From an optimization exercise on the open Yosys and OpenROAD flow, aimed at small area, a short achievable clock period and few clock cycles per item; shortcuts taken in it are not production practice. Only simulation tests tie the RTL to the original design; equivalence was not proved. Power and IR drop assume default switching activity.

`flow/constraint.sdc`:
```
create_clock -name core_clock -period 6.0 [get_ports {clk}]
set_input_delay 1.2000 -clock core_clock [delete_from_list [all_inputs] [get_ports {clk}]]
set_output_delay 1.2000 -clock core_clock [all_outputs]
set_load 0.01 [all_outputs]
```
`flow/standard.sh`:
```
#!/bin/bash
# synth_recipe.tcl (not shown) runs the flow's synth.tcl, then flattens the netlist and writes it again
# the make line also repeats each setting of config.mk as NAME=value (left out here)
make -C /OpenROAD-flow-scripts/flow DESIGN_CONFIG=/design/flow/config.mk WORK_HOME=/design/flow/orfs CLKGATE_MAP_FILE= SYNTH_SCRIPT=/design/flow/synth_recipe.tcl "${@:-finish}"
```
`flow/design.v`:
```
module mdb_decode (
    input  wire        clk,
    input  wire        rst,             
    input  wire        start,           
    input  wire [7:0]  count,           
    input  wire        start_level,     
    output wire        ready,
    input  wire        pulse_valid,
    input  wire [15:0] pulse_dur,       
    output wire        pulse_ready,
    output reg         done,
    output wire [3:0]  result,
    output reg  [7:0]  bitlen,
    output reg         found,
    output reg  [7:0]  start_idx,
    output reg  [3:0]  bytelen,
    output reg  [79:0] bytes,           
    output wire        csum_ok,
    output wire [71:0] frame,           
    output wire        frame_valid,
    output reg  [7:0]  stat_maxtimings,
    output reg  [11:0] stat_preamble,
    output reg  [11:0] stat_csumok,
    output reg  [11:0] stat_csumfail,
    output reg         ovf_bit,
    output reg         ovf_byte
);
    localparam [7:0]  BIT_CAP  = 8'd200;
    localparam [11:0] CNT_MAX  = 12'hFFF;
    reg        idle;           
    reg        ing;            
    reg  [7:0] pulses_left;
    reg        acc1;           
    reg        fin1;           
    reg        s1, l1;         
    reg        lv;             
    wire       level = ~lv;    
    assign ready       = idle;
    assign pulse_ready = ing;
    wire accept = start & idle;
    wire take   = pulse_valid & ing;
    wire is_long  = (pulse_dur >= 16'd80);
    wire is_short = (pulse_dur >= 16'd20) & ~is_long;
    reg        ovf;            
    reg        yovf;           
    reg  [3:0] st;
    wire [3:0] m      = st;
    wire       p      = st[3];
    wire [2:0] bitcnt = st[2:0];
    reg        pend;           
    reg  [6:0] acc;            
    reg  [7:0] xacc;           
    reg        csum;
    function [4:0] kstep;      
        input [3:0] cm;
        input       b;
        begin
            case ({cm, b})
                5'b0000_0: kstep = 5'd0;   5'b0000_1: kstep = 5'd1;
                5'b0001_0: kstep = 5'd2;   5'b0001_1: kstep = 5'd1;
                5'b0010_0: kstep = 5'd0;   5'b0010_1: kstep = 5'd3;
                5'b0011_0: kstep = 5'd4;   5'b0011_1: kstep = 5'd1;
                5'b0100_0: kstep = 5'd0;   5'b0100_1: kstep = 5'd5;
                5'b0101_0: kstep = 5'd6;   5'b0101_1: kstep = 5'd1;
                5'b0110_0: kstep = 5'd0;   5'b0110_1: kstep = 5'd7;
                5'b0111_0: kstep = 5'd8;   5'b0111_1: kstep = 5'd1;
                5'b1000_0: kstep = 5'd0;   5'b1000_1: kstep = 5'd9;
                5'b1001_0: kstep = 5'd10;  5'b1001_1: kstep = 5'd1;
                5'b1010_0: kstep = 5'd0;   5'b1010_1: kstep = 5'd11;
                5'b1011_0: kstep = 5'd12;  5'b1011_1: kstep = 5'd1;
                5'b1100_0: kstep = 5'd0;   5'b1100_1: kstep = 5'd13;
                5'b1101_0: kstep = 5'd14;  5'b1101_1: kstep = 5'd1;
                5'b1110_0: kstep = 5'd15;  5'b1110_1: kstep = 5'd13;
                5'b1111_0: kstep = 5'd0;   default:   kstep = 5'b10000;
            endcase
        end
    endfunction
    wire clr   = acc1;
    wire act   = ~ovf;             
    wire hi    = bitlen[7] & bitlen[6];            
    wire full  = hi & bitlen[3];                   
    wire at199 = hi & bitlen[2] & bitlen[1] & bitlen[0];
    wire b1    = act & (s1 | l1) & ~full;
    wire b2    = act & l1 & ~full & ~at199;
    wire ovf_now = act & (((s1 | l1) & full) | (l1 & at199));
    wire [7:0] bitlen_n = bitlen + {6'd0, b2, b1 & ~b2};
    wire [4:0] ka = kstep(m, level);
    wire [4:0] kb = kstep(ka[3:0], level);
    wire       found_now = b1 & ~found & ka[4];
    wire [3:0] m_n = (~b1 | found) ? m : (b2 & ~ka[4]) ? kb[3:0] : ka[3:0];
    wire dec_on = found & ~yovf;
    wire d1 = b1 & dec_on;
    wire d2 = b2 & (dec_on | found_now);
    wire rdy   = ~ovf & ~full & dec_on;
    wire eS    = rdy & p;                  
    wire eL    = rdy & (p | ~at199);       
    wire bc7   = (bitcnt == 3'd7);
    wire bl10  = bytelen[3] & bytelen[1];  
    wire bl8   = bytelen[3] & ~bytelen[1] & ~bytelen[0];
    wire ble8  = ~bytelen[3] | (~bytelen[1] & ~bytelen[0]);
    wire e     = (s1 & eS) | (l1 & eL);
    wire gdone = (s1 & eS & bc7) | (l1 & eL & bc7);
    wire ev = ~(p & pend) | level;
    wire p_n = d1 ? (d2 ? p : ~p) : (d2 | p);
    wire yovf_now = gdone & bl10;
    wire wbyte = gdone & ~bl10;
    wire xupd = e & ble8;
    wire [7:0] xacc_n = xupd ? {xacc[6:0], xacc[7] ^ ev} : xacc;
    wire [7:0] nbyte = {acc, ev};
    reg        ovf_d;
    wire       bclr    = clr | ovf_d;
    wire [7:0] nbyte_w = {acc, ev} & {8{~bclr}};
    wire [7:0] sidx_w  = (bitlen + 8'd1) & {8{~bclr}};
    wire [3:0] blen_w  = (bytelen + 4'd1) & {4{~bclr}};
    reg  fin2;
    wire fin     = fin2;
    wire fin_out = fin2;
    wire ovf_f   = ovf;
    wire found_f = found;
    wire yovf_f  = yovf;
    wire bl9p    = bytelen[3] & (bytelen[1] | bytelen[0]);    
    wire csum_f  = found & ~yovf & bl9p & (xacc == 8'd0);
    wire fail_f  = found & ~yovf & ~csum_f;
    assign result      = {1'b0, found & yovf, ovf | (found & ~yovf & ~csum), ~found};
    assign csum_ok     = csum;
    assign frame_valid = csum;
    mdb_fgate #(.W(18)) fg0 (.clk(clk), .clr(clr), .fin(fin), .csum_f(csum_f),
                             .d(bytes[25:8]),  .q(frame[17:0]));
    mdb_fgate #(.W(18)) fg1 (.clk(clk), .clr(clr), .fin(fin), .csum_f(csum_f),
                             .d(bytes[43:26]), .q(frame[35:18]));
    mdb_fgate #(.W(18)) fg2 (.clk(clk), .clr(clr), .fin(fin), .csum_f(csum_f),
                             .d(bytes[61:44]), .q(frame[53:36]));
    mdb_fgate #(.W(18)) fg3 (.clk(clk), .clr(clr), .fin(fin), .csum_f(csum_f),
                             .d(bytes[79:62]), .q(frame[71:54]));
    integer j;
    always @(posedge clk) begin
        for (j = 0; j < 10; j = j + 1)
            if (bclr | (wbyte & (bytelen == j)))
                bytes[79 - 8 * j -: 8] <= nbyte_w;
        if (bclr | found_now)
            start_idx <= sidx_w;
        if (bclr | wbyte)
            bytelen <= blen_w;
        if (clr) begin
            bitlen <= 8'd0;
            st     <= 4'd0;
            xacc   <= 8'd0;
        end else begin
            bitlen <= bitlen_n;
            if (found)
                st <= {p_n, e ? bitcnt + 3'd1 : bitcnt};
            else if (found_now)
                st <= {b2, 3'd0};
            else
                st <= m_n;
            xacc   <= xacc_n;
        end
        ovf_d <= ovf_now;
        if (d1 | d2)
            pend <= level;
        if (e)
            acc <= {acc[5:0], ev};
        if (accept) begin
            lv          <= start_level;
            pulses_left <= count;
        end else if (take) begin
            lv          <= ~lv;
            pulses_left <= pulses_left - 8'd1;
        end
        s1 <= is_short & take;
        l1 <= is_long & take;
        if (clr)
            csum <= 1'b0;
        else if (fin)
            csum <= csum_f;
        if (rst) begin
            idle            <= 1'b1;
            ing             <= 1'b0;
            acc1            <= 1'b0;
            fin2            <= 1'b0;
            fin1            <= 1'b0;
            done            <= 1'b0;
            found           <= 1'b0;
            ovf             <= 1'b0;
            yovf            <= 1'b0;
            stat_maxtimings <= 8'd0;
            stat_preamble   <= 12'd0;
            stat_csumok     <= 12'd0;
            stat_csumfail   <= 12'd0;
            ovf_bit         <= 1'b0;
            ovf_byte        <= 1'b0;
        end else begin
            acc1  <= accept;
            fin1  <= (take & (pulses_left == 8'd1)) | (acc1 & ~ing);
            fin2  <= fin1;
            done  <= fin_out;
            if (accept) begin
                idle <= 1'b0;
                ing  <= (count != 8'd0);
            end
            if (take & (pulses_left == 8'd1))
                ing <= 1'b0;
            if (fin_out)
                idle <= 1'b1;
            if (clr) begin
                found <= 1'b0;
                ovf   <= 1'b0;
                yovf  <= 1'b0;
                if (pulses_left > stat_maxtimings)
                    stat_maxtimings <= pulses_left;
            end else begin
                if (ovf_now) begin
                    ovf   <= 1'b1;
                    found <= 1'b0;
                end else if (found_now)
                    found <= 1'b1;
                if (yovf_now)
                    yovf <= 1'b1;
            end
            if (fin) begin
                if (found_f && stat_preamble != CNT_MAX)
                    stat_preamble <= stat_preamble + 12'd1;
                if (csum_f && stat_csumok != CNT_MAX)
                    stat_csumok <= stat_csumok + 12'd1;
                if (fail_f && stat_csumfail != CNT_MAX)
                    stat_csumfail <= stat_csumfail + 12'd1;
                if (ovf_f)
                    ovf_bit <= 1'b1;
                if (found_f & yovf_f)
                    ovf_byte <= 1'b1;
            end
        end
    end
endmodule
module mdb_fgate #(parameter W = 18) (
    input  wire         clk,
    input  wire         clr,
    input  wire         fin,
    input  wire         csum_f,
    input  wire [W-1:0] d,
    output wire [W-1:0] q
);
    reg v;
    always @(posedge clk) begin
        if (clr)
            v <= 1'b0;
        else if (fin)
            v <= csum_f;
    end
    assign q = d & {W{v}};
endmodule
```
`flow/flow/run.sh`:
```
#!/bin/bash
set -uo pipefail
export BUFFER_PORTS_ARGS="-buffer_cell sky130_fd_sc_hd__buf_1"
bash standard.sh finish > standard_flow.log 2>&1
```
`flow/config.mk`:
```
export PLATFORM = sky130hd
export DESIGN_NAME = mdb_decode
export DESIGN_NICKNAME = mdb_decode
export VERILOG_FILES = /design/flow/design.v
export SDC_FILE = /design/flow/constraint.sdc
export NUM_CORES = 4
export LEC_CHECK = 0
export CAP_MARGIN = 20
export CORE_MARGIN = 2
export CORE_UTILIZATION = 55
export SETUP_SLACK_MARGIN = 3.5
export SLEW_MARGIN = 20
export SYNTH_HIERARCHICAL = 1
export SYNTH_MINIMUM_KEEP_SIZE = 0
```
==> metrics.md, run 1 <==
| Metric | Value |
|---|---|
| Clock latency (worst-skew pair) | `0.43 ns` |
| Main combinational cell family by area after synthesis | `simple AND/OR/NAND/NOR gates` |
| Logic pwr share | `between 10% and 20%` |
| Hold WC Path Type | `register to register` |
| Slew headroom | `54.6%` |
| Post-place setup slack | `around 3.2 ns` |
| Mapped Avg Cell Area | `11.2 um2` |
| Multiplexer share of the synthesized area | `2.72%` |
| Hold_ws | `~0.44 ns` |
| Clk pwr share | `a little under two fifths` |
| H-tree depth | `4` |
| IO Port Bufs | `between 200 and 300` |
| CP max stage delay | `approximately 0.38 ns` |
| Die Span X | `between 100 and 150 um` |
| Reg-to-Reg Start | `bitlen[6]` |
| Inserted Diodes | `0` |
| FP Rows | `46` |
| Mapped Area | `8880 um2` |
| Die area | `17200 um2` |
| WS Path Type | `register to output port` |
| Syn. warnings | `8` |
| Die H | `131 um` |
| Cell family with most CP delay | `flip-flops` |
| Via Count | `between 6000 and 7000` |
| Clock Path Buffers | `2` |
| CTS tree | `done` |
| Buffer and inverter count on the worst path | `1` |
| Final GP Congestion | `around 0.82` |
| Gr usage total | `between 20% and 30%` |
| HP Start | `acc[3]` |
| Final slew viol count | `0` |
| Maximum VDD drop | `between 0.2 and 0.25 mV` |
| Area growth syn-to-layout | `20.5%` |
| Sw Ratio | `roughly a quarter` |
| CTS sink cnt | `192` |
| Arrival time at the worst endpoint | `around 1.2 ns` |
| Cells on worst reg2reg path | `7` |
| R2R Setup Slk | `approximately 3.6 ns` |
| Antenna violations before repair | `0` |
| #FFs+latches synth | `192` |
| Fmax | `413 MHz` |
| DR iter-0 viols | `just under 300` |
| CP required | `approximately 4.8 ns` |
| Final hold viol count | `0` |
| P_leak | `slightly below 4 nW` |
| Crit path max fanout | `7` |
| Core area | `15800 um2` |
| Reg power frac | `between 50% and 60%` |
| Worst Max-Slew Pin Slew | `about 0.68 ns` |
| Worst-case clock skew | `about 0.0094 ns` |
| XOR/XNOR Fraction of Synth Area | `under 10%` |
| Critical path endpoint category | `output port` |
| Layout Nets | `between 1000 and 1500` |
| Crit-path cells | `nand2b_4, o21bai_1, buf_2` |
| Fin Setup TNS | `0 ns` |
| Post-route setup slack | `between 3 and 4 ns` |
| Util after Layout | `just under 70%` |
| Syn Nets | `between 800 and 900` |
| Root Buffer | `clkbuf_16` |
| Synth Area in Compound Gates | `7.67%` |
| I/O pin count | `~260` |
| RSZ-0062 raised after global routing | `no` |
| Crit Reg-Reg Endpoint | `bytes[28]` |
| Library cells used by synthesis | `76` |
| Simple-gate area share of the yosys netlist | `21.7%` |
| Synth Instances | `790` |
| Drt drc | `0` |
| Slowest CP cell | `dfxtp_4` |
| Dpl hpwl | `between 10000 and 15000 um` |
| Hold_buf cts | `0` |
| Sw Pwr | `around 0.74 mW` |
| Count of max-cap constraint violations | `0` |
| Clock Pin Slew Worst Setup and Hold Paths | `0.07 ns` |
| Post-synth EDFFs | `between 100 and 150` |
| Part of the Yosys area used for sequential elements | `55.5%` |
| Drt wl/cell | `approximately 15 um` |
| Setup crit start kind | `register` |
| Ratio of cells with drive above 1 in the final layout | `approximately 14%` |
| Post-synth top flop | `edfxtp_1` |
| WHS Endpoint | `acc[4]` |
| Total iterations of the first detailed-routing run | `4` |
| Final setup violation count | `0` |
| Vias in the first global route | `6008` |
| Adder-cell share of the synthesized area | `under 10%` |
| Detailed Route WL | `around 20000 um` |
| First-pass GRT wire length | `31600 um` |
| Tmin final | `2.42 ns` |
| P per Cell Area | `275 nW/um2` |
| Ys async rst share | `0%` |
| Antenna viol nets, final | `0` |
| GRT overflow | `0` |
| Pint | `between 2 and 2.5 mW` |
| Vias per cell | `5.18` |
| Pin count of the biggest net entering global routing | `64` |
| Tot Pwr | `2.95 mW` |
| Num CTS Buffers | `17` |
| Starting density of the core | `a little under three fifths` |
| Hold Path Stages | `0` |
| Outcome | `complete, no violations` |
| Crit share post-route | `between 40% and 50%` |
per-stage QoR:
stage / instances / area [um2]
after floorplan: 790 / 8880
final: 1271 / 10700
after CTS: 1265 / 10600
after global placement: 1232 / 9960
after global routing: 1271 / 10700
after detailed placement: 1232 / 9960
power groups by stage:
| stage | logic (mW) | clock network, mW | registers, mW |
|---|---|---|---|
| after floorplan | 0.209 | 0 | 1.54 |
| after global placement | 0.282 | 0 | 1.55 |
| after detailed placement | 0.286 | 0 | 1.55 |
| after CTS | 0.293 | 1.14 | 1.52 |
| after global routing | 0.342 | 1.20 | 1.53 |
| final | 0.302 | 1.12 | 1.52 |
layout by cell type, fill, tap and decap left out, types with 10 or more instances in the layout:
master and n:
mux2i_1 23, nor3_1 12, dfxtp_1 73, ha_1 30, and2_1 30, buf_4 10
nor2_1 88, xnor2_1 21, and2_2 56, o21ai_0 26, a21oi_1 25, nand2_1 35
xor2_1 26, nand2b_1 22, nand4_1 10, inv_1 26, buf_1 250, clkbuf_16 17
nand3_1 24, edfxtp_1 109
what timing repair did:
item	CTS	global route
hold endpoints to repair	0	0
gates resized for setup	15	29
cloned	0	0
setup buffers	1	6
setup endpoints to repair	120	132
pin swaps	0	3
worst max path at each step:
| stage | depth (start not counted) | start | slack, ns | endpoint |
|---|---|---|---|---|
| after global routing | 7 | bitlen[7] | 3.50 | bytes[28] |
| after CTS | 3 | found | 3.45 | result[1] |
| after detailed placement | 9 | lv | 3.21 | st[2] |
| after global placement | 9 | lv | 3.23 | st[2] |
| after floorplan | 10 | lv | 3.62 | st[3] |
| final | 3 | yovf | 3.58 | result[1] |
kinds of logic after synthesis:
family	Yosys count
AOI/OAI and AO/OA	101
xor gates and xnor gates	47
adders and majority gates	32
buffers and inverters	57
DFF	192
muxes	24
other	1
and+or+nand+nor	336
flip-flops by register name, indices dropped and copies added, names as in the netlist, 4 cells and up:
name / count
stat_csumfail: 12
stat_csumok: 12
start_idx: 8
stat_maxtimings: 8
bytes: 80
stat_preamble: 12
acc: 7
bytelen: 4
st: 4
bitlen: 8
pulses_left: 8
xacc: 8
metal layers:
layer | part of all wire (%) | wire length (um) | global-route usage (%)
met4 | 1.4 | 272 | 7.73
met2 | 48 | 9290 | 37.4
met3 | 5.4 | 1060 | 5.40
met1 | 46 | 8910 | 30.6
met5 | 0 | 0 | 0
synthesized netlist by cell type, types with 2 or more instances:
| library cell | n | share of area [%] |
|---|---|---|
| and2_1 | 30 | 2.1 |
| buf_4 | 5 | 0.42 |
| nor3_1 | 12 | 0.68 |
| a21o_1 | 13 | 1.1 |
| or3_1 | 8 | 0.56 |
| nand3b_1 | 4 | 0.34 |
| nor2_1 | 88 | 3.7 |
| xor2_1 | 26 | 2.6 |
| a41oi_1 | 2 | 0.20 |
| a211oi_1 | 2 | 0.17 |
| edfxtp_1 | 109 | 37 |
| o21ai_0 | 27 | 1.5 |
| nor4_4 | 2 | 0.48 |
| inv_1 | 26 | 1.1 |
| o21a_1 | 4 | 0.34 |
| ha_1 | 31 | 4.4 |
| nand3_1 | 25 | 1.4 |
| o22ai_1 | 2 | 0.14 |
| o21bai_1 | 2 | 0.17 |
| buf_2 | 5 | 0.28 |
| and3_1 | 8 | 0.56 |
| nor3_2 | 3 | 0.34 |
| and4_1 | 2 | 0.20 |
| dfxtp_1 | 83 | 19 |
| a31oi_2 | 2 | 0.28 |
| nor2b_1 | 8 | 0.56 |
| clkbuf_1 | 14 | 0.59 |
| mux2i_1 | 23 | 2.6 |
| o2111a_1 | 2 | 0.25 |
| xnor2_1 | 21 | 2.1 |
| o311ai_1 | 2 | 0.20 |
| and2_2 | 56 | 4.7 |
| nand4_1 | 10 | 0.70 |
| buf_6 | 4 | 0.51 |
| nand2_1 | 35 | 1.5 |
| nand2b_1 | 22 | 1.5 |
| nor3b_2 | 2 | 0.28 |
| o21ai_1 | 2 | 0.11 |
| nor4_1 | 6 | 0.42 |
| a21oi_1 | 25 | 1.4 |
| or2_2 | 2 | 0.14 |
final cells by class:
| type | instances | area, um2 |
|---|---|---|
| Inverter | 27 | 104 |
| Multi-Input combinational cell | 541 | 3760 |
| Fill cell | 1279 | 5120 |
| Timing Repair Buffer | 263 | 1030 |
| Clock buffer | 20 | 457 |
| Tap cell | 216 | 270 |
| Clock inverter | 12 | 133 |
| Sequential cell | 192 | 4960 |
Testbench counts, summed over its fixed seeds: cycles 214,312, items 1,600.
==> run 2, diff against run 1 <==
--- a/flow/design.v
+++ b/flow/design.v
@@ -92,7 +92,6 @@
     wire d1 = b1 & dec_on;
     wire d2 = b2 & (dec_on | found_now);
-    wire rdy   = ~ovf & ~full & dec_on;
-    wire eS    = rdy & p;                  
-    wire eL    = rdy & (p | ~at199);       
+    wire eS    = dec_on & p;               
+    wire eL    = dec_on;                   
     wire bc7   = (bitcnt == 3'd7);
     wire bl10  = bytelen[3] & bytelen[1];  
==> metrics.md, run 2 <==
| Metric | Value |
|---|---|
| Arrival time at the worst endpoint | `around 1.3 ns` |
| Leading post-synthesis cells by cell area | `edfxtp_1 (37%), dfxtp_1 (19%), and2_2 (4.8%)` |
| Antenna viol nets, final | `0` |
| Clock Path Buffers | `2` |
| Inserted Diodes | `0` |
| First-pass GRT wire length | `between 30000 and 40000 um` |
| Hold_buf cts | `0` |
| HP Start | `fin1` |
| Mapped Avg Cell Area | `~11 um2` |
| Clock latency (worst-skew pair) | `0.43 ns` |
| Total iterations of the first detailed-routing run | `4` |
| Vias in the first global route | `~5700` |
| Max reg flops | `80` |
| Core area | `around 16000 um2` |
| Crit share post-route | `a little over two fifths` |
| Layout Nets | `~1100` |
| Num CTS Buffers | `17` |
| P_leak | `3.78 nW` |
| Fmax | `397 MHz` |
| Count of max-cap constraint violations | `0` |
| Slew headroom | `58.8%` |
| Post-synth top flop | `edfxtp_1` |
| Ratio of cells with drive above 1 in the final layout | `between 10% and 20%` |
| WHS Endpoint | `fin2` |
| Post-route setup slack | `approximately 3.5 ns` |
| I/O pin count | `around 260` |
| Clk pwr share | `about 39%` |
| Worst-case clock skew | `around 0.011 ns` |
| #FFs+latches synth | `around 190` |
| WS Path Type | `register to output port` |
| Post-place setup slack | `3.14 ns` |
| Starting density of the core | `a little under three fifths` |
| RSZ-0062 raised after global routing | `yes` |
| Crit Reg-Reg Endpoint | `st[3]` |
| Biggest register | `bytes` |
| Final GP Congestion | `about 0.86` |
| CP required | `~4.8 ns` |
| Outcome | `complete, no violations` |
| Area leader, netlist | `edfxtp_1` |
| Worst Max-Slew Pin Slew | `roughly 0.6 ns` |
| Gr usage total | `~23%` |
| Sw Ratio | `roughly a quarter` |
| CTS sink cnt | `roughly 190` |
| Most frequent cells in the layout | `buf_1 (250), edfxtp_1 (109), nor2_1 (90)` |
| Drt drc | `0` |
| IO Port Bufs | `~250` |
| Reg power frac | `slightly above 50%` |
| Die area | `around 17000 um2` |
| Cells on worst reg2reg path | `10` |
| Critical path endpoint category | `output port` |
| Final hold viol count | `0` |
| Pin count of the biggest net entering global routing | `between 60 and 70` |
| Most frequent cell after synthesis | `edfxtp_1` |
| Syn Nets | `about 870` |
| FP Rows | `46` |
| Fin Setup TNS | `0 ns` |
| Area growth syn-to-layout | `21.2%` |
| Maximum VDD drop | `approximately 0.19 mV` |
| Final slew viol count | `0` |
| Yosys top cell area share | `37.1%` |
| Syn. warnings | `8` |
| Vias per cell | `5.26` |
| Post-synth EDFFs | `approximately 110` |
| DR iter-0 viols | `roughly 380` |
| Pint | `roughly 2.2 mW` |
| Sw Pwr | `between 0.7 and 0.8 mW` |
| Library cells used by synthesis | `61` |
| Die Span X | `131 um` |
| Antenna violations before repair | `0` |
| GRT overflow | `0` |
| Crit path max fanout | `6` |
| Setup crit start kind | `register` |
| Final setup violation count | `0` |
| CTS tree | `done` |
| Root Buffer | `clkbuf_16` |
| Logic pwr share | `about a tenth` |
| Die H | `approximately 130 um` |
| Ys async rst share | `0%` |
| Hold WC Path Type | `register to register` |
| Synth Instances | `808` |
| Hold Path Stages | `1` |
| Most common cell after layout, fill and taps aside | `buf_1` |
| Dpl hpwl | `about 15000 um` |
| Reg-to-Reg Start | `lv` |
| Post-synth top cells | `edfxtp_1 (109), nor2_1 (90), dfxtp_1 (83), and2_2 (56), nand2_1 (53)` |
| Drt wl/cell | `between 15 and 20 um` |
| Worst Setup SP | `yovf` |
| R2R Setup Slk | `between 3 and 4 ns` |
| Tmin final | `roughly 2.5 ns` |
| Via Count | `around 6800` |
| H-tree depth | `4` |
| P per Cell Area | `around 280 nW/um2` |
| Clock Pin Slew Worst Setup and Hold Paths | `~0.07 ns` |
| Detailed Route WL | `20300 um` |
| Part of the Yosys area used for sequential elements | `55.9%` |
| Mapped Area | `between 8000 and 9000 um2` |
-- run 2: critical path: stages (launching register included) --
cell	delay (ns)
dfxtp_2	0.36
nand2b_2	0.23
o21ai_1	0.13
buf_2	0.16
-- run 2: timing repair --
item	CTS	global route
buffers inserted	1	10
gates resized for setup	17	21
endpoints found under the setup margin	176	149
-- run 2: cell type report --
cell class,count,area (um2)
multi-input combinational,554,3680
sequential,192,4960
inverter,26,98.8
clock inverter,10,113
tap,216,270
fill,1283,5070
timing repair buffer,268,1070
clock buffer,22,507
-- run 2: through the flow --
stage | hold slack (ns) | power, mW | cell area (um2) | cells | util, %
after floorplan | 0.414 | 1.73 | 8830 | 808 | -
after global placement | 0.421 | 1.82 | 9890 | 1244 | 62.7
after detailed placement | 0.432 | 1.83 | 9900 | 1245 | 62.8
after CTS | 0.444 | 2.99 | 10600 | 1278 | 67.0
after global routing | 0.456 | 3.09 | 10700 | 1288 | 67.8
final | 0.437 | 2.97 | 10700 | 1288 | 67.8
-- run 2: logic make-up (layout without fill, tap and decap cells) --
family | after synthesis | count (layout) | synth area share, %
simple gates | 360 | 360 | 22.4
mux | 25 | 25 | 2.85
flops | 192 | 192 | 55.9
xor+xnor | 45 | 45 | 4.47
fa+ha+maj | 32 | 32 | 4.62
compound gates | 91 | 91 | 6.55
other cells | 1 | 1 | 0.0425
buf+inv | 62 | 326 | 3.12
-- run 2: worst max path at each step --
stage                      endpoint  slack, ns
after global placement        st[2]       3.17
after detailed placement      st[2]       3.14
after global routing      result[1]       3.41
after floorplan               st[2]       3.57
final                     result[1]       3.48
after CTS                 result[1]       3.40
-- run 2: power groups by stage --
stage	clock network (mW)	logic [mW]	registers [mW]
3_3_place_gp	0	0.268	1.56
6_report	1.16	0.282	1.53
5_1_grt	1.23	0.326	1.53
4_1_cts	1.18	0.278	1.52
3_5_place_dp	0	0.272	1.56
2_1_floorplan	0	0.195	1.54
-- run 2: metal layers --
layer  up-vias  share of wire [%]  track usage (%)
met2       236                 48             38.4
met1      3173                 44             30.6
met5         -                  0                0
met3        24                5.7             4.72
li1       3337                  -                -
met4         0                1.7             8.07
Testbench counts of run 2, summed over its fixed seeds: cycles 214,312, items 1,600.
==> run 3, diff against run 2 <==
--- a/flow/design.v
+++ b/flow/design.v
@@ -10,5 +10,5 @@
     output wire        pulse_ready,
     output reg         done,
-    output wire [3:0]  result,
+    output reg  [3:0]  result,
     output reg  [7:0]  bitlen,
     output reg         found,
@@ -121,5 +121,4 @@
     wire csum_f  = found & ~yovf & bl9p & (xacc == 8'd0);
     wire fail_f  = found & ~yovf & ~csum_f;
-    assign result      = {1'b0, found & yovf, ovf | (found & ~yovf & ~csum), ~found};
     assign csum_ok     = csum;
     assign frame_valid = csum;
@@ -173,4 +172,6 @@
         else if (fin)
             csum <= csum_f;
+        if (fin)
+            result <= {1'b0, found & yovf, ovf | fail_f, ~found};
         if (rst) begin
             idle            <= 1'b1;
==> metrics.md, run 3 <==
| Metric | Value |
|---|---|
| Root Buffer | `clkbuf_16` |
| Mapped Area | `~9000 um2` |
| Ys async rst share | `0%` |
| Crit-path cells | `buf_1` |
| Crit share post-route | `approximately 41%` |
| First-pass GRT wire length | `approximately 32000 um` |
| Crit path max fanout | `8` |
| Vias in the first global route | `just over 6000` |
| Worst Max-Slew Pin Slew | `~0.73 ns` |
| DR iter-0 viols | `348` |
| Total iterations of the first detailed-routing run | `7` |
| Synth Instances | `slightly above 800` |
| Die Span X | `about 130 um` |
| Syn Nets | `roughly 900` |
| Die H | `132 um` |
| Post-synth top flop | `edfxtp_1` |
| Biggest register | `bytes` |
| Via Count | `between 6000 and 7000` |
| Inserted Diodes | `0` |
| Post-synth EDFFs | `roughly 110` |
| Hold_buf cts | `0` |
| Outcome | `complete, no violations` |
| P per Cell Area | `approximately 280 nW/um2` |
| Most common cell after layout, fill and taps aside | `buf_1` |
| Hold WC Path Type | `register to register` |
| FP Rows | `46` |
| Most frequent cells in the layout | `buf_1 (252), edfxtp_1 (112), nor2_1 (82)` |
| Layout Nets | `1125` |
| H-tree depth | `4` |
| Final hold viol count | `0` |
| Ratio of cells with drive above 1 in the final layout | `approximately an eighth` |
| Antenna violations before repair | `0` |
| Clock Path Buffers | `2` |
| Gr usage total | `between 20% and 30%` |
| Starting density of the core | `between 50% and 60%` |
| Slew headroom | `approximately half` |
| Leading post-synthesis cells by cell area | `edfxtp_1 (37%), dfxtp_1 (19%), and2_2 (4.7%)` |
| Cell family with most CP delay | `flip-flops` |
| Fmax | `roughly 410 MHz` |
| Arrival time at the worst endpoint | `~1.2 ns` |
| Setup crit start kind | `register` |
| Final setup violation count | `0` |
| Maximum VDD drop | `0.207 mV` |
| Antenna viol nets, final | `0` |
| Pin count of the biggest net entering global routing | `64` |
| Tmin final | `around 2.4 ns` |
| WS Path Type | `register to output port` |
| Core area | `approximately 16000 um2` |
| Detailed Route WL | `20300 um` |
| CP required | `approximately 4.8 ns` |
| Clock latency (worst-skew pair) | `roughly 0.43 ns` |
| Die area | `17300 um2` |
| Library cells used by synthesis | `just under 60` |
| CP max stage delay | `0.61 ns` |
| Dpl hpwl | `between 10000 and 15000 um` |
| RSZ-0062 raised after global routing | `no` |
| #FFs+latches synth | `about 200` |
| GRT overflow | `0` |
| Mapped Avg Cell Area | `approximately 11 um2` |
| Part of the Yosys area used for sequential elements | `a little under three fifths` |
| Most frequent cell after synthesis | `edfxtp_1` |
| Area growth syn-to-layout | `20.3%` |
| Critical path endpoint category | `output port` |
| Count of max-cap constraint violations | `0` |
| I/O pin count | `between 200 and 300` |
| Util after Layout | `~68%` |
| Max reg flops | `80` |
| P_leak | `around 3.8 nW` |
| Syn. warnings | `8` |
| IO Port Bufs | `253` |
| Final GP Congestion | `0.848` |
| Post-synth top cells | `edfxtp_1 (112), dfxtp_1 (83), nor2_1 (82), nand2_1 (59), and2_2 (56)` |
| CTS tree | `done` |
| Clock Pin Slew Worst Setup and Hold Paths | `roughly 0.07 ns` |
| Slowest CP cell | `dfxtp_1` |
| Area leader, netlist | `edfxtp_1` |
| Buffer and inverter count on the worst path | `1` |
| Final slew viol count | `0` |
| Drt wl/cell | `around 16 um` |
| Vias per cell | `roughly 5.2` |
| Yosys top cell area share | `a little under two fifths` |
| CTS sink cnt | `195` |
| Num CTS Buffers | `17` |
| Worst-case clock skew | `between 0.008 and 0.009 ns` |
| Drt drc | `0` |
| Fin Setup TNS | `0 ns` |
==> run 3: cell types whose count changed in the layout (fill, tap and decap cells not counted), sizes merged, moves of 4 or more <==
| cell | before | now |
|---|---|---|
| nand3 | 20 | 31 |
| nor2 | 91 | 83 |
| nand4 | 16 | 9 |
| a31oi | 5 | 11 |
| nand2 | 53 | 59 |
| a21o | 1 | 5 |
| a311oi | 5 | 1 |
| and4 | 2 | 6 |
| clkinvlp | 0 | 4 |
| nand2b | 25 | 21 |
==> run 3: layer usage <==
metal | vias to the layer above | GRT usage [%] | part of all wire (%) | wire, um
met2 | 217 | 36.9 | 48 | 9820
met3 | 21 | 6.29 | 7.2 | 1460
li1 | 3350 | - | - | -
met5 | - | 0 | 0 | 0
met4 | 0 | 7.43 | 1.4 | 285
met1 | 3127 | 30.7 | 43 | 8750
==> run 3: area by class of cell <==
type / instances / area (um2)
inverter: 25 / 97.6
timing repair buffer: 267 / 1060
multi-input combinational: 558 / 3710
clock inverter: 12 / 178
clock buffer: 20 / 437
tap: 216 / 270
sequential: 195 / 5040
fill: 1316 / 5090
==> run 3: report_power, final <==
part	leakage (nW)	total, mW	switching [mW]	internal (mW)
combinational	1.80	0.260	0.158	0.102
clock	0.289	1.19	0.489	0.699
sequential	1.71	1.54	0.0667	1.47
total	3.81	2.98	0.714	2.27
==> run 3: worst paths after layout <==
path                            startpoint         endpoint  slack [ns]  cells after the start
worst max-delay path             bitlen[6]        bitlen[6]        3.57                      1
worst min-delay path                acc[4]           acc[5]        0.44                      0
worst max register to register  bytelen[0]  stat_csumok[11]        3.64                      8
worst min register to register      acc[4]           acc[5]        0.44                      0
==> run 3: timing repair <==
action | in CTS | in global routing
pin swaps | 0 | 1
gates resized for setup | 13 | 8
cloned | 0 | 0
endpoints found under the setup margin | 159 | 127
setup buffers | 1 | 9
==> run 3: kinds of logic after synthesis <==
family | after synthesis | share of synthesized area (%)
and+or+nand+nor | 364 | 22.5
DFF | 195 | 56.0
AOI/OAI and AO/OA | 93 | 6.74
buffers and inverters | 60 | 3.15
xor gates and xnor gates | 41 | 4.00
adders and majority gates | 32 | 4.55
muxes | 27 | 3.04
other | 1 | 0.0418
==> run 3: per-stage QoR <==
stage                     total power [mW]  hold slack (ns)  worst slack [ns]  std cells  cell area [um2]
final                                 2.98            0.440              3.57       1293            10800
after global routing                  3.10            0.458              3.51       1293            10800
after CTS                             3.00            0.441              3.51       1284            10700
after detailed placement              1.82            0.428              3.12       1251            10000
after global placement                1.82            0.419              3.15       1251            10000
after floorplan                       1.73            0.414              3.82        813             8970
Testbench counts of run 3, summed over its fixed seeds: cycles 214,312, items 1,600.
==> run 4, diff against run 3 <==
--- a/flow/design.v
+++ b/flow/design.v
@@ -51,5 +51,5 @@
     reg  [6:0] acc;            
     reg  [7:0] xacc;           
-    reg        csum;
+    wire       csum;           
     function [4:0] kstep;      
         input [3:0] cm;
@@ -124,11 +124,11 @@
     assign frame_valid = csum;
     mdb_fgate #(.W(18)) fg0 (.clk(clk), .clr(clr), .fin(fin), .csum_f(csum_f),
-                             .d(bytes[25:8]),  .q(frame[17:0]));
+                             .d(bytes[25:8]),  .q(frame[17:0]), .v(csum));
     mdb_fgate #(.W(18)) fg1 (.clk(clk), .clr(clr), .fin(fin), .csum_f(csum_f),
-                             .d(bytes[43:26]), .q(frame[35:18]));
+                             .d(bytes[43:26]), .q(frame[35:18]), .v());
     mdb_fgate #(.W(18)) fg2 (.clk(clk), .clr(clr), .fin(fin), .csum_f(csum_f),
-                             .d(bytes[61:44]), .q(frame[53:36]));
+                             .d(bytes[61:44]), .q(frame[53:36]), .v());
     mdb_fgate #(.W(18)) fg3 (.clk(clk), .clr(clr), .fin(fin), .csum_f(csum_f),
-                             .d(bytes[79:62]), .q(frame[71:54]));
+                             .d(bytes[79:62]), .q(frame[71:54]), .v());
     integer j;
     always @(posedge clk) begin
@@ -168,8 +168,4 @@
         s1 <= is_short & take;
         l1 <= is_long & take;
-        if (clr)
-            csum <= 1'b0;
-        else if (fin)
-            csum <= csum_f;
         if (fin)
             result <= {1'b0, found & yovf, ovf | fail_f, ~found};
@@ -239,7 +235,7 @@
     input  wire         csum_f,
     input  wire [W-1:0] d,
-    output wire [W-1:0] q
+    output wire [W-1:0] q,
+    output reg          v
 );
-    reg v;
     always @(posedge clk) begin
         if (clr)
==> metrics.md, run 4 <==
| Metric | Value |
|---|---|
| Clock Pin Slew Worst Setup and Hold Paths | `0.07 ns` |
| Area leader, netlist | `edfxtp_1` |
| Critical path endpoint category | `output port` |
| Mapped Avg Cell Area | `around 11 um2` |
| Part of the Yosys area used for sequential elements | `a little under three fifths` |
| Util after Layout | `between 60 and 70%` |
| Area post-placement | `between 9000 and 10000 um2` |
| Reg-to-Reg Start | `lv` |
| Post-place setup slack | `approximately 3.5 ns` |
| Post-synth top cells | `edfxtp_1 (112), nor2_1 (84), dfxtp_1 (82), and2_2 (56), nand2_1 (52)` |
| Busiest grt layer | `met2` |
| Library cells used by synthesis | `61` |
| Met1 track utilization from global routing | `31.9%` |
| Vias per cell | `around 5.3` |
| Worst Setup SP | `bytes[45]` |
| Final hold viol count | `0` |
| Ratio of cells with drive above 1 in the final layout | `between 10% and 20%` |
| Cell area after layout | `between 10000 and 15000 um2` |
| Cells on worst reg2reg path | `9` |
| Root Buffer | `clkbuf_16` |
| Max reg flops | `80` |
| Vias in the first global route | `slightly below 6000` |
| Post-synth top flop | `edfxtp_1` |
| Via Count | `around 6700` |
| Post-synth EDFFs | `roughly 110` |
| Most frequent cells in the layout | `buf_1 (252), edfxtp_1 (112), nor2_1 (83)` |
| Final slew viol count | `0` |
| Detailed Route WL | `between 15000 and 20000 um` |
| Syn. warnings | `8` |
| GRT overflow | `0` |
| Hold WC Path Type | `register to register` |
| Hold_ws | `0.438 ns` |
| Crit share post-route | `between 40 and 50%` |
| Leading post-synthesis cells by cell area | `edfxtp_1 (38%), dfxtp_1 (19%), and2_2 (4.7%)` |
| Starting density of the core | `between 50 and 60%` |
| Met3 Usage GRT | `between 4 and 5%` |
| Final setup violation count | `0` |
| I/O pin count | `257` |
| P_leak | `between 3 and 4 nW` |
| R2R Setup Slk | `approximately 3.6 ns` |
| Mapped Area | `8860 um2` |
| Arrival time at the worst endpoint | `1.20 ns` |
| Buffer and inverter count on the worst path | `1` |
| Fin Setup TNS | `0 ns` |
| Slew headroom | `between 40 and 50%` |
| Syn Nets | `approximately 860` |
| Die H | `~130 um` |
| Crit Reg-Reg Endpoint | `st[3]` |
| Clock latency (worst-skew pair) | `roughly 0.42 ns` |
| H-tree depth | `4` |
| CTS tree | `done` |
| CTS sink cnt | `~190` |
| Antenna violations before repair | `0` |
| Dpl hpwl | `approximately 14000 um` |
| Outcome | `complete, no violations` |
| Antenna viol nets, final | `0` |
| Critical path depth | `2` |
| Core area | `15800 um2` |
| Num CTS Buffers | `17` |
| #FFs+latches synth | `approximately 190` |
| Placed Instances | `about 1200` |
| Die area | `approximately 17000 um2` |
| Maximum VDD drop | `about 0.19 mV` |
| Fmax | `~420 MHz` |
| Inserted Diodes | `0` |
| Drt drc | `0` |
| RSZ-0062 raised after global routing | `no` |
| Worst-case clock skew | `0.00920 ns` |
| WS Path Type | `register to output port` |
| P per Cell Area | `about 280 nW/um2` |
| Tmin final | `approximately 2.4 ns` |
| Crit-path cells | `and2_2, buf_1` |
| First-pass GRT wire length | `approximately 30000 um` |
| Post-route setup slack | `~3.6 ns` |
| Die Span X | `approximately 130 um` |
| Biggest register | `bytes` |
| Clock Path Buffers | `2` |
| Final GP Congestion | `between 0.7 and 0.8` |
| Slowest CP cell | `edfxtp_1` |
| Cell family with most CP delay | `flip-flops` |
| Total iterations of the first detailed-routing run | `4` |
| Most common cell after layout, fill and taps aside | `buf_1` |
| Setup crit start kind | `register` |
| Ys async rst share | `0%` |
| CP required | `around 4.8 ns` |
| Pin count of the biggest net entering global routing | `64` |
| Hold_buf cts | `0` |
| CP max stage delay | `approximately 0.45 ns` |
| Met2 Usage GRT | `a little over a third` |
| Yosys top cell area share | `between 30% and 40%` |
| Tot Pwr | `approximately 3.0 mW` |
| Layout Nets | `between 1000 and 1500` |
| FP Rows | `between 40 and 50` |
| Most frequent cell after synthesis | `edfxtp_1` |
| Drt wl/cell | `~15 um` |
| Area growth syn-to-layout | `20.3%` |
| Worst Max-Slew Pin Slew | `0.771 ns` |
| DR iter-0 viols | `~280` |
| Synth Instances | `796` |
| IO Port Bufs | `around 250` |
| Count of max-cap constraint violations | `0` |
| Final Non-Filler Cells | `1278` |
| Gr usage total | `between 20% and 30%` |
| Critical Path End | `frame[37]` |
| Crit path max fanout | `2` |
run 4: worst min-delay path by stage:
stage | startpoint | to | cells after the start
after floorplan | fin1 | fin2 | 1
after global placement | acc[5] | acc[6] | 0
after detailed placement | fin1 | fin2 | 1
after CTS | acc[1] | acc[2] | 0
after global routing | fin1 | fin2 | 1
final | acc[1] | acc[2] | 0
run 4: logic make-up (layout without fill, tap and decap cells):
kind of cell	count (synthesis)	after routing	synth area share, %
xor+xnor	47	47	4.65
fa+ha+maj	32	32	4.60
compound gates	88	88	6.07
buf+inv	54	319	2.84
other cells	1	1	0.0423
mux	29	29	3.32
simple gates	351	352	22.0
flops	194	194	56.5
run 4: layout make-up:
cell class | count | area, um2
well taps | 216 | 270
multi-input cells | 549 | 3650
clock inverters | 12 | 141
clock buffers | 20 | 458
repair buffers | 264 | 1030
fillers | 1290 | 5170
inverters | 23 | 86.3
flip-flops and latches | 194 | 5020
run 4: where the power goes:
| group | switching, mW | internal [mW] | total (mW) | leakage (nW) |
|---|---|---|---|---|
| logic | 0.165 | 0.110 | 0.275 | 1.80 |
| clock network | 0.495 | 0.648 | 1.14 | 0.289 |
| registers | 0.0753 | 1.47 | 1.55 | 1.71 |
run 4: timing repair:
item / in CTS / in global routing
setup endpoints to repair: 77 / 135
setup buffers: 2 / 6
gates resized for setup: 6 / 11
hold endpoints to repair: 0 / 0
cloned: 0 / 1
pin swaps: 0 / 1
run 4: metal layers:
layer | wire length [um] | vias to the layer above
li1 | - | 3302
met1 | 9000 | 3154
met2 | 9270 | 226
met3 | 1100 | 32
met4 | 404 | 0
met5 | 0 | -
Testbench counts of run 4, summed over its fixed seeds: cycles 214,312, items 1,600.
==> run 5, diff against run 4 <==
--- a/flow/config.mk
+++ b/flow/config.mk
@@ -8,6 +8,6 @@
 export CAP_MARGIN = 20
 export CORE_MARGIN = 2
-export CORE_UTILIZATION = 55
-export SETUP_SLACK_MARGIN = 3.5
+export CORE_UTILIZATION = 60
+export SETUP_SLACK_MARGIN = 3.45
 export SLEW_MARGIN = 20
 export SYNTH_HIERARCHICAL = 1
==> metrics.md, run 5 <==
| Metric | Value |
|---|---|
| Outcome | `complete, no violations` |
| Syn Nets | `around 860` |
| Slowest CP cell | `dfxtp_2` |
| Clock Pin Slew Worst Setup and Hold Paths | `approximately 0.060 ns` |
| Post-route setup slack | `3.57 ns` |
| Post-synth EDFFs | `between 100 and 150` |
| Setup crit start kind | `register` |
| Fmax | `412 MHz` |
| Worst Max-Slew Pin Slew | `slightly below 0.8 ns` |
| Mapped Area | `a little under 9000 um2` |
| Fin Setup TNS | `0 ns` |
| Hold Path Stages | `0` |
| Pin count of the biggest net entering global routing | `64` |
| Total iterations of the first detailed-routing run | `5` |
| H-tree depth | `4` |
| Hold_ws | `about 0.44 ns` |
| WHS Endpoint | `acc[3]` |
| Gr usage total | `between 20% and 30%` |
| HP Start | `acc[2]` |
| Slew headroom | `between 40% and 50%` |
| Post-place setup slack | `2.92 ns` |
| Cell family with most CP delay | `flip-flops` |
| Count of max-cap constraint violations | `0` |
| P_leak | `between 3 and 4 nW` |
| Die Span X | `around 130 um` |
| Post-synth top cells | `edfxtp_1 (112), nor2_1 (84), dfxtp_1 (82), and2_2 (56), nand2_1 (52)` |
| Hold WC Path Type | `register to register` |
| Maximum VDD drop | `between 0.15 and 0.2 mV` |
| Area leader, netlist | `edfxtp_1` |
| Final GP Congestion | `about 0.81` |
| #FFs+latches synth | `between 150 and 200` |
| Crit share post-route | `around 40%` |
| Cells on worst reg2reg path | `9` |
| Critical path endpoint category | `output port` |
| DR iter-0 viols | `410` |
| Root Buffer | `clkbuf_16` |
| Core area | `between 10000 and 15000 um2` |
| R2R Setup Slk | `around 3.6 ns` |
| Post-synth top flop | `edfxtp_1` |
| CP max stage delay | `between 0.4 and 0.5 ns` |
| Ys async rst share | `0%` |
| Arrival time at the worst endpoint | `1.23 ns` |
| RSZ-0062 raised after global routing | `yes` |
| First-pass GRT wire length | `around 31000 um` |
| FP Rows | `44` |
| GRT overflow | `0` |
| Mapped Avg Cell Area | `approximately 11 um2` |
| Starting density of the core | `61.2%` |
| IO Port Bufs | `253` |
| Vias in the first global route | `about 5900` |
| Worst-case clock skew | `between 0.01 and 0.015 ns` |
| Biggest register | `bytes` |
| Final setup violation count | `0` |
| Die area | `~16000 um2` |
| Tmin final | `2.43 ns` |
| Detailed Route WL | `around 19000 um` |
| Leading post-synthesis cells by cell area | `edfxtp_1 (38%), dfxtp_1 (19%), and2_2 (4.7%)` |
| Syn. warnings | `8` |
| Crit Reg-Reg Endpoint | `st[1]` |
| Crit-path cells | `and2_2, buf_1` |
| Library cells used by synthesis | `61` |
| Ratio of cells with drive above 1 in the final layout | `between 10% and 20%` |
| Inserted Diodes | `0` |
| Drt wl/cell | `15.7 um` |
| Most frequent cells in the layout | `buf_1 (252), edfxtp_1 (112), nor2_1 (82)` |
| Crit path max fanout | `19` |
| Area growth syn-to-layout | `18.2%` |
| Clock latency (worst-skew pair) | `roughly 0.43 ns` |
| Hold_buf cts | `0` |
| Clock Path Buffers | `2` |
| Buffer and inverter count on the worst path | `1` |
| Most frequent cell after synthesis | `edfxtp_1` |
| Yosys top cell area share | `38.0%` |
| Most common cell after layout, fill and taps aside | `buf_1` |
| Final hold viol count | `0` |
| CP required | `roughly 4.8 ns` |
| Max reg flops | `80` |
| Final slew viol count | `0` |
| Dpl hpwl | `approximately 14000 um` |
| Reg-to-Reg Start | `lv` |
| Layout Nets | `between 1000 and 1500` |
| Antenna viol nets, final | `0` |
| CTS tree | `done` |
| Via Count | `between 6000 and 7000` |
| I/O pin count | `~260` |
| Part of the Yosys area used for sequential elements | `56.5%` |
| Synth Instances | `796` |
| Die H | `~130 um` |
| Antenna violations before repair | `0` |
| WS Path Type | `register to output port` |
| CTS sink cnt | `194` |
| Vias per cell | `roughly 5.4` |
| Drt drc | `0` |
| P per Cell Area | `roughly 270 nW/um2` |
| Num CTS Buffers | `17` |
## run 5: repair_timing
item,4_1_cts,5_1_grt
hold endpoints to repair,0,0
setup buffers,0,1
setup endpoints to repair,156,122
cloned,0,1
pin swaps,0,2
resized for setup,8,9
## run 5: how the worst max path moves through the flow
| stage | start | endpoint | slack (ns) | depth (start not counted) |
|---|---|---|---|---|
| floorplan | found | bytes[0] | 3.68 | 6 |
| global placement | st[3] | bytes[10] | 2.98 | 6 |
| detailed placement | found | bytes[11] | 2.92 | 6 |
| CTS | fg1.v | frame[21] | 3.47 | 2 |
| global route | lv | st[1] | 3.38 | 9 |
| finish | fg3.v | frame[61] | 3.57 | 2 |
## run 5: cell type report
cell class | instances | area (um2)
clock buffers | 19 | 433
clock inverters | 13 | 86.3
fillers | 1126 | 4000
inverters | 23 | 86.3
multi-input cells | 549 | 3650
flip-flops and latches | 194 | 5020
well taps | 184 | 230
repair buffers | 256 | 973
## run 5: logic make-up (layout without fill, tap and decap cells)
group	Yosys count	count (layout)	share of synthesized area [%]
AO/OA/AOI/OAI	88	88	6.07
XOR/XNOR	47	47	4.65
adder cells (fa/ha/maj)	32	32	4.60
buffers and inverters	54	311	2.84
flip-flops	194	194	56.5
multiplexers	29	29	3.32
other	1	1	0.0423
AND/OR/NAND/NOR	351	352	22.0
## run 5: per-stage QoR
step / power, mW / util (%) / std cells / area, um2
after CTS: 2.83 / 72.0 / 1236 / 10400
final: 2.82 / 72.4 / 1238 / 10500
after global routing: 2.94 / 72.4 / 1238 / 10500
after detailed placement: 1.84 / 68.3 / 1204 / 9890
after global placement: 1.84 / 68.3 / 1204 / 9890
after floorplan: 1.75 / - / 796 / 8860
## run 5: metal layers
metal | global-route usage, % | wire, um | vias up
met5 | 0 | 0 | -
met1 | 32.6 | 8390 | 3128
met3 | 5.56 | 1230 | 24
li1 | - | - | 3283
met2 | 40.7 | 9560 | 215
met4 | 6.99 | 310 | 0
## run 5: power breakdown
group / internal [mW] / total [mW] / switching [mW]
Sequential: 1.47 / 1.55 / 0.0770
Combinational: 0.106 / 0.266 / 0.159
Clock: 0.528 / 1.01 / 0.480
Total: 2.11 / 2.82 / 0.716
==> run 6, diff against run 5 <==
--- a/flow/design.v
+++ b/flow/design.v
@@ -33,4 +33,5 @@
     reg        acc1;           
     reg        fin1;           
+    reg        fin2;           
     reg        s1, l1;         
     reg        lv;             
@@ -107,10 +108,8 @@
     wire [7:0] xacc_n = xupd ? {xacc[6:0], xacc[7] ^ ev} : xacc;
     wire [7:0] nbyte = {acc, ev};
-    reg        ovf_d;
-    wire       bclr    = clr | ovf_d;
+    wire       bclr    = clr | (fin2 & ovf);
     wire [7:0] nbyte_w = {acc, ev} & {8{~bclr}};
     wire [7:0] sidx_w  = (bitlen + 8'd1) & {8{~bclr}};
     wire [3:0] blen_w  = (bytelen + 4'd1) & {4{~bclr}};
-    reg  fin2;
     wire fin     = fin2;
     wire fin_out = fin2;
@@ -154,5 +153,4 @@
             xacc   <= xacc_n;
         end
-        ovf_d <= ovf_now;
         if (d1 | d2)
             pend <= level;
==> metrics.md, run 6 <==
| Metric | Value |
|---|---|
| Outcome | `complete, no violations` |
| Placed Instances | `approximately 1200` |
| Reg-to-Reg Start | `bytelen[0]` |
| HP Start | `acc[1]` |
| Crit path max fanout | `11` |
| Tmin final | `about 2.5 ns` |
| Syn. warnings | `8` |
| Starting density of the core | `approximately 62%` |
| Maximum VDD drop | `around 0.22 mV` |
| Dpl hpwl | `~15000 um` |
| Via Count | `~6700` |
| Area growth syn-to-layout | `18.7%` |
| RSZ-0062 raised after global routing | `no` |
| Crit share post-route | `around two fifths` |
| Drt wl/cell | `approximately 16 um` |
| Final slew viol count | `0` |
| Most common cell after layout, fill and taps aside | `buf_1` |
| Synth Instances | `about 800` |
| Slowest CP cell | `dfxtp_1` |
| GRT overflow | `0` |
| Post-synth EDFFs | `112` |
| Antenna viol nets, final | `0` |
| Hold_ws | `~0.44 ns` |
| Ys async rst share | `0%` |
| Die H | `approximately 130 um` |
| Post-synth top flop | `edfxtp_1` |
| WS Path Type | `register to output port` |
| Worst Max-Slew Pin Slew | `0.749 ns` |
| Buffer and inverter count on the worst path | `1` |
| Tot Pwr | `~2.9 mW` |
| Num CTS Buffers | `17` |
| Hold_buf cts | `0` |
| Max reg flops | `80` |
| Inserted Diodes | `0` |
| Clock Path Buffers | `2` |
| Worst-case clock skew | `0.0117 ns` |
| Syn Nets | `863` |
| Ratio of cells with drive above 1 in the final layout | `a little over an eighth` |
| #FFs+latches synth | `roughly 190` |
| Crit-path cells | `buf_1` |
| Pin count of the biggest net entering global routing | `64` |
| Clock Pin Slew Worst Setup and Hold Paths | `approximately 0.070 ns` |
| Final hold viol count | `0` |
| P per Cell Area | `272 nW/um2` |
| Core area | `14600 um2` |
| Arrival time at the worst endpoint | `about 1.3 ns` |
| Critical path endpoint category | `output port` |
| CTS tree | `done` |
| Most frequent cell after synthesis | `edfxtp_1` |
| FP Rows | `between 40 and 50` |
| DR iter-0 viols | `approximately 370` |
| CTS sink cnt | `roughly 190` |
| Layout Nets | `approximately 1100` |
| Part of the Yosys area used for sequential elements | `a little over half` |
| Gr usage total | `approximately a quarter` |
| I/O pin count | `approximately 260` |
| Area leader, netlist | `edfxtp_1` |
| Final GP Congestion | `between 0.8 and 0.9` |
| Final setup violation count | `0` |
| Mapped Area | `between 9000 and 10000 um2` |
| Die area | `between 15000 and 20000 um2` |
| Library cells used by synthesis | `between 70 and 80` |
| Vias in the first global route | `a little over 6000` |
| Detailed Route WL | `slightly above 20000 um` |
| Leading post-synthesis cells by cell area | `edfxtp_1 (37%), dfxtp_1 (18%), and2_2 (4.6%)` |
| Yosys top cell area share | `37.0%` |
| Hold WC Path Type | `register to register` |
| Count of max-cap constraint violations | `0` |
| Antenna violations before repair | `0` |
| IO Port Bufs | `between 200 and 300` |
| Most frequent cells in the layout | `buf_1 (252), edfxtp_1 (112), nor2_1 (86)` |
| P_leak | `roughly 3.8 nW` |
| CP max stage delay | `between 0.6 and 0.7 ns` |
| First-pass GRT wire length | `between 30000 and 40000 um` |
| Fin Setup TNS | `0 ns` |
| Total iterations of the first detailed-routing run | `7` |
| Clock latency (worst-skew pair) | `approximately 0.43 ns` |
| Setup crit start kind | `register` |
| Die Span X | `127 um` |
| Biggest register | `bytes` |
| CP required | `approximately 4.8 ns` |
| Slew headroom | `50.0%` |
| Root Buffer | `clkbuf_16` |
| Cell family with most CP delay | `flip-flops` |
| Drt drc | `0` |
| Worst Setup SP | `bitlen[3]` |
| Post-synth top cells | `edfxtp_1 (112), nor2_1 (86), dfxtp_1 (81), nand2_1 (60), and2_2 (56)` |
| H-tree depth | `4` |
| Fmax | `roughly 400 MHz` |
| Vias per cell | `about 5.4` |
| Final Non-Filler Cells | `approximately 1200` |
| Mapped Avg Cell Area | `around 11 um2` |
[run 6: worst paths after layout]
path                 endpoint  slack, ns  depth (start not counted)
max                 bitlen[3]       3.52                          1
min                    acc[2]       0.44                          0
max reg2reg  stat_csumfail[6]       3.54                          8
min reg2reg            acc[2]       0.44                          0
[run 6: timing repair]
action,CTS,global route
setup buffers,0,4
gates cloned,0,0
endpoints found under the setup margin,153,127
resized for setup,8,13
[run 6: cell type report]
| class | instances | area [um2] |
|---|---|---|
| Tap cell | 184 | 230 |
| Fill cell | 1077 | 3860 |
| Clock inverter | 15 | 176 |
| Inverter | 23 | 88.8 |
| Timing Repair Buffer | 261 | 1010 |
| Multi-Input combinational cell | 556 | 3850 |
| Clock buffer | 17 | 425 |
| Sequential cell | 193 | 5000 |
[run 6: layer usage]
metal	global-route usage (%)	vias to the layer above	wire length (um)
met3	4.98	29	1230
met1	31.6	3112	8550
met4	9.76	0	406
met2	43.0	234	10200
li1	-	3312	-
met5	0	-	0
[run 6: metrics by stage]
| step | setup WS [ns] | area, um2 | utilization, % |
|---|---|---|---|
| after floorplan | 3.73 | 9090 | - |
| after global routing | 3.44 | 10800 | 73.6 |
| after detailed placement | 3.25 | 10100 | 69.0 |
| after CTS | 3.45 | 10700 | 73.2 |
| after global placement | 3.31 | 10100 | 69.0 |
| final | 3.52 | 10800 | 73.6 |
[run 6: power breakdown]
group	internal (mW)	total, mW	switching [mW]
clock	0.627	1.13	0.507
sequential	1.46	1.53	0.0734
combinational	0.107	0.264	0.158
total	2.19	2.93	0.738
[run 6: logic make-up after synthesis]
family                   count (synthesis)  share of synthesized area [%]
AND/OR/NAND/NOR                        359                           22.7
flip-flops                             193                           54.9
AO/OA/AOI/OAI                           92                           7.50
buffers and inverters                   53                           3.06
XOR/XNOR                                45                           4.34
adder cells (fa/ha/maj)                 32                           4.49
multiplexers                            27                           3.06
other                                    1                         0.0413
Testbench counts of run 6, summed over its fixed seeds: cycles 214,312, items 1,600.
==> run 7, diff against run 6 <==
--- a/flow/config.mk
+++ b/flow/config.mk
@@ -8,6 +8,6 @@
 export CAP_MARGIN = 20
 export CORE_MARGIN = 2
-export CORE_UTILIZATION = 60
-export SETUP_SLACK_MARGIN = 3.45
+export CORE_UTILIZATION = 55
+export SETUP_SLACK_MARGIN = 3.5
 export SLEW_MARGIN = 20
 export SYNTH_HIERARCHICAL = 1
==> metrics.md, run 7 <==
| Metric | Value |
|---|---|
| Worst-case clock skew | `approximately 0.0073 ns` |
| Highest routed layer | `met4` |
| Synth Instances | `roughly 800` |
| Vias per cell | `between 5 and 6` |
| XOR/XNOR Fraction of Synth Area | `under 10%` |
| Starting density of the core | `between 50% and 60%` |
| Antenna violations before repair | `0` |
| Most common cell after layout, fill and taps aside | `buf_1` |
| CTS sink cnt | `~190` |
| Clock Path Buffers | `2` |
| Final GP Congestion | `0.855` |
| Final setup violation count | `0` |
| Mapped Avg Cell Area | `~11 um2` |
| Ratio of cells with drive above 1 in the final layout | `between 10% and 20%` |
| Post-synth EDFFs | `between 100 and 150` |
| Tmin final | `2.43 ns` |
| Die H | `133 um` |
| Total iterations of the first detailed-routing run | `7` |
| Sw Pwr | `roughly 0.73 mW` |
| Antenna viol nets, final | `0` |
| Crit path max fanout | `2` |
| Root Buffer | `clkbuf_16` |
| Worst Max-Slew Pin Slew | `around 0.78 ns` |
| Arrival time at the worst endpoint | `approximately 1.2 ns` |
| Pin count of the biggest net entering global routing | `64` |
| Gr usage total | `between 20% and 30%` |
| Inserted Diodes | `0` |
| WHS Endpoint | `acc[5]` |
| Drt drc | `0` |
| Tot Pwr | `between 2 and 3 mW` |
| Layout Nets | `1115` |
| Worst Setup SP | `bytes[43]` |
| Core area | `16000 um2` |
| P_leak | `~3.8 nW` |
| Reg power frac | `a little over half` |
| Mapped Area | `9090 um2` |
| # fillers | `roughly 1300` |
| Area leader, netlist | `edfxtp_1` |
| Sw Ratio | `25.4%` |
| Count of max-cap constraint violations | `0` |
| Clk pwr share | `a little under two fifths` |
| Reg-to-Reg Start | `lv` |
| Hold_ws | `approximately 0.44 ns` |
| Critical path endpoint category | `output port` |
| H-tree depth | `4` |
| Die area | `roughly 18000 um2` |
| Crit Reg-Reg Endpoint | `st[2]` |
| CTS tree | `done` |
| Multiplexer share of the synthesized area | `3.06%` |
| Footprint of the multi-input gates | `between 3000 and 4000 um2` |
| WS Path Type | `register to output port` |
| CP required | `roughly 4.8 ns` |
| Simple-gate area share of the yosys netlist | `22.7%` |
| Final slew viol count | `0` |
| Slew headroom | `48.0%` |
| GRT overflow | `0` |
| P per Cell Area | `between 200 and 300 nW/um2` |
| Hold WC Path Type | `register to register` |
| Clock latency (worst-skew pair) | `between 0.4 and 0.5 ns` |
| Cells on worst reg2reg path | `9` |
| Post-place setup slack | `between 3 and 4 ns` |
| First-pass GRT wire length | `about 32000 um` |
| Leading post-synthesis cells by cell area | `edfxtp_1 (37%), dfxtp_1 (18%), and2_2 (4.6%)` |
| Seq. cell area | `between 5000 and 6000 um2` |
| Post-synth top cells | `edfxtp_1 (112), nor2_1 (86), dfxtp_1 (81), nand2_1 (60), and2_2 (56)` |
| Outcome | `complete, no violations` |
| Syn. warnings | `8` |
| Logic pwr share | `a little under a tenth` |
| Most frequent cell after synthesis | `edfxtp_1` |
| Syn Nets | `about 860` |
| HP Start | `acc[4]` |
| Hold Path Stages | `0` |
| Area growth syn-to-layout | `19.0%` |
| Die Span X | `approximately 130 um` |
| Most frequent cells in the layout | `buf_1 (252), edfxtp_1 (112), nor2_1 (86)` |
| Main combinational cell family by area after synthesis | `simple AND/OR/NAND/NOR gates` |
| Maximum VDD drop | `roughly 0.18 mV` |
| FP Rows | `46` |
| Vias in the first global route | `slightly below 6000` |
| I/O pin count | `roughly 260` |
| Post-synth top flop | `edfxtp_1` |
| RSZ-0062 raised after global routing | `no` |
| IO Port Bufs | `between 200 and 300` |
| Met2 WL | `9640 um` |
| #FFs+latches synth | `between 150 and 200` |
| Fmax | `between 400 and 500 MHz` |
| Yosys top cell area share | `37.0%` |
| Adder-cell share of the synthesized area | `4.49%` |
| Ys async rst share | `0%` |
| Final hold viol count | `0` |
| DR iter-0 viols | `380` |
| Crit share post-route | `approximately two fifths` |
| Synth Area in Compound Gates | `under 10%` |
| Met1 Wirelength | `between 8000 and 9000 um` |
| Biggest register | `bytes` |
| R2R Setup Slk | `3.64 ns` |
| Part of the Yosys area used for sequential elements | `between 50% and 60%` |
| Clock Pin Slew Worst Setup and Hold Paths | `around 0.070 ns` |
| Post-route setup slack | `3.57 ns` |
| Detailed Route WL | `about 20000 um` |
| Hold_buf cts | `0` |
| Setup crit start kind | `register` |
| Fin Setup TNS | `0 ns` |
| Pint | `between 2 and 2.5 mW` |
| Library cells used by synthesis | `between 70 and 80` |
| Routed met3 length | `1200 um` |
| Max reg flops | `80` |
| Num CTS Buffers | `17` |
| Via Count | `6644` |
| Drt wl/cell | `between 15 and 20 um` |
| Dpl hpwl | `around 14000 um` |
run 7: power groups by stage:
stage | combinational (mW) | clock (mW) | sequential [mW]
after floorplan | 0.195 | 0 | 1.55
after global placement | 0.259 | 0 | 1.56
after detailed placement | 0.260 | 0 | 1.56
after CTS | 0.265 | 1.10 | 1.53
after global routing | 0.301 | 1.15 | 1.54
final | 0.265 | 1.08 | 1.53
run 7: how the worst max path moves through the flow:
| stage | to | slack, ns | cells past startpoint |
|---|---|---|---|
| after floorplan | st[2] | 3.73 | 9 |
| after global placement | bytes[15] | 3.29 | 7 |
| after detailed placement | bytes[10] | 3.26 | 7 |
| after CTS | bytes[23] | 3.52 | 7 |
| after global routing | stat_csumfail[9] | 3.50 | 8 |
| final | frame[35] | 3.57 | 2 |
run 7: per-stage QoR:
step | std cells | util [%] | instance area, um2
floorplan | 802 | - | 9090
global placement | 1245 | 63.4 | 10100
CTS | 1278 | 67.2 | 10800
global route | 1283 | 67.6 | 10800
detailed placement | 1245 | 63.4 | 10100
finish | 1283 | 67.6 | 10800
run 7: layout make-up:
class	count	share of cell area, %
repair buffers	263	9.49
clock buffers	20	4.04
inverters	23	0.821
flip-flops and latches	193	46.3
clock inverters	12	1.17
well taps	216	2.50
multi-input cells	556	35.7
run 7: critical path: stages (launching register included):
cell	delay, ns
edfxtp_1	0.46
and2_2	0.22
buf_1	0.12
run 7: repair_timing:
item	CTS	global route
pin swaps	0	1
buffers inserted	1	5
resized for setup	16	11
endpoints found under the setup margin	156	91
run 7: cells by family after synthesis:
family          count (synthesis)
other cells                     1
buf+inv                        53
fa+ha+maj                      32
mux                            27
simple gates                  359
flops                         193
compound gates                 92
xor+xnor                       45
run 7: metal layers:
metal  vias up  GRT usage (%)
li1       3316              -
met1      3091           29.4
met2       216           37.7
met3        21           5.13
met4         0           6.99
met5         -              0

## re-timing with driven ports
The results above use ideal ports. As a check the final layouts listed here were re-extracted and re-timed, cells and wires unchanged. Step 1, drivers: a clkbuf_16 drives clk and a buf_2 each remaining input, both assumed. Step 2, shift: input delay + t, output delay - t, t = (earliest + latest rising clock arrival at the registers) / 2. This alone moves slack from input paths to output paths. a / b / c = ideal ports / drivers / drivers and shift; a / b = the first two.
run	shift t [ns]	setup slack, ns	hold WS [ns]	latest minus earliest clock arrival (ns)	worst slew at a driven data input, ns
run 1	0.469	3.578 / 3.533 / 3.632	0.442 / 0.442 / 0.442	0.010 / 0.010	0.03
run 2	0.471	3.481 / 3.439 / 3.628	0.437 / 0.437 / 0.437	0.012 / 0.011	0.03
run 3	0.470	3.569 / 3.527 / 3.642	0.440 / 0.440 / 0.440	0.010 / 0.011	0.04
run 4	0.458	3.596 / 3.555 / 3.640	0.438 / 0.438 / 0.438	0.010 / 0.010	0.03
run 5	0.468	3.573 / 3.529 / 3.595	0.443 / 0.443 / 0.443	0.011 / 0.011	0.03
run 6	0.468	3.521 / 3.475 / 3.545	0.436 / 0.436 / 0.436	0.013 / 0.012	0.03
run 7	0.465	3.571 / 3.530 / 3.639	0.440 / 0.440 / 0.440	0.011 / 0.012	0.03
After both steps setup and hold are still met in every run listed.
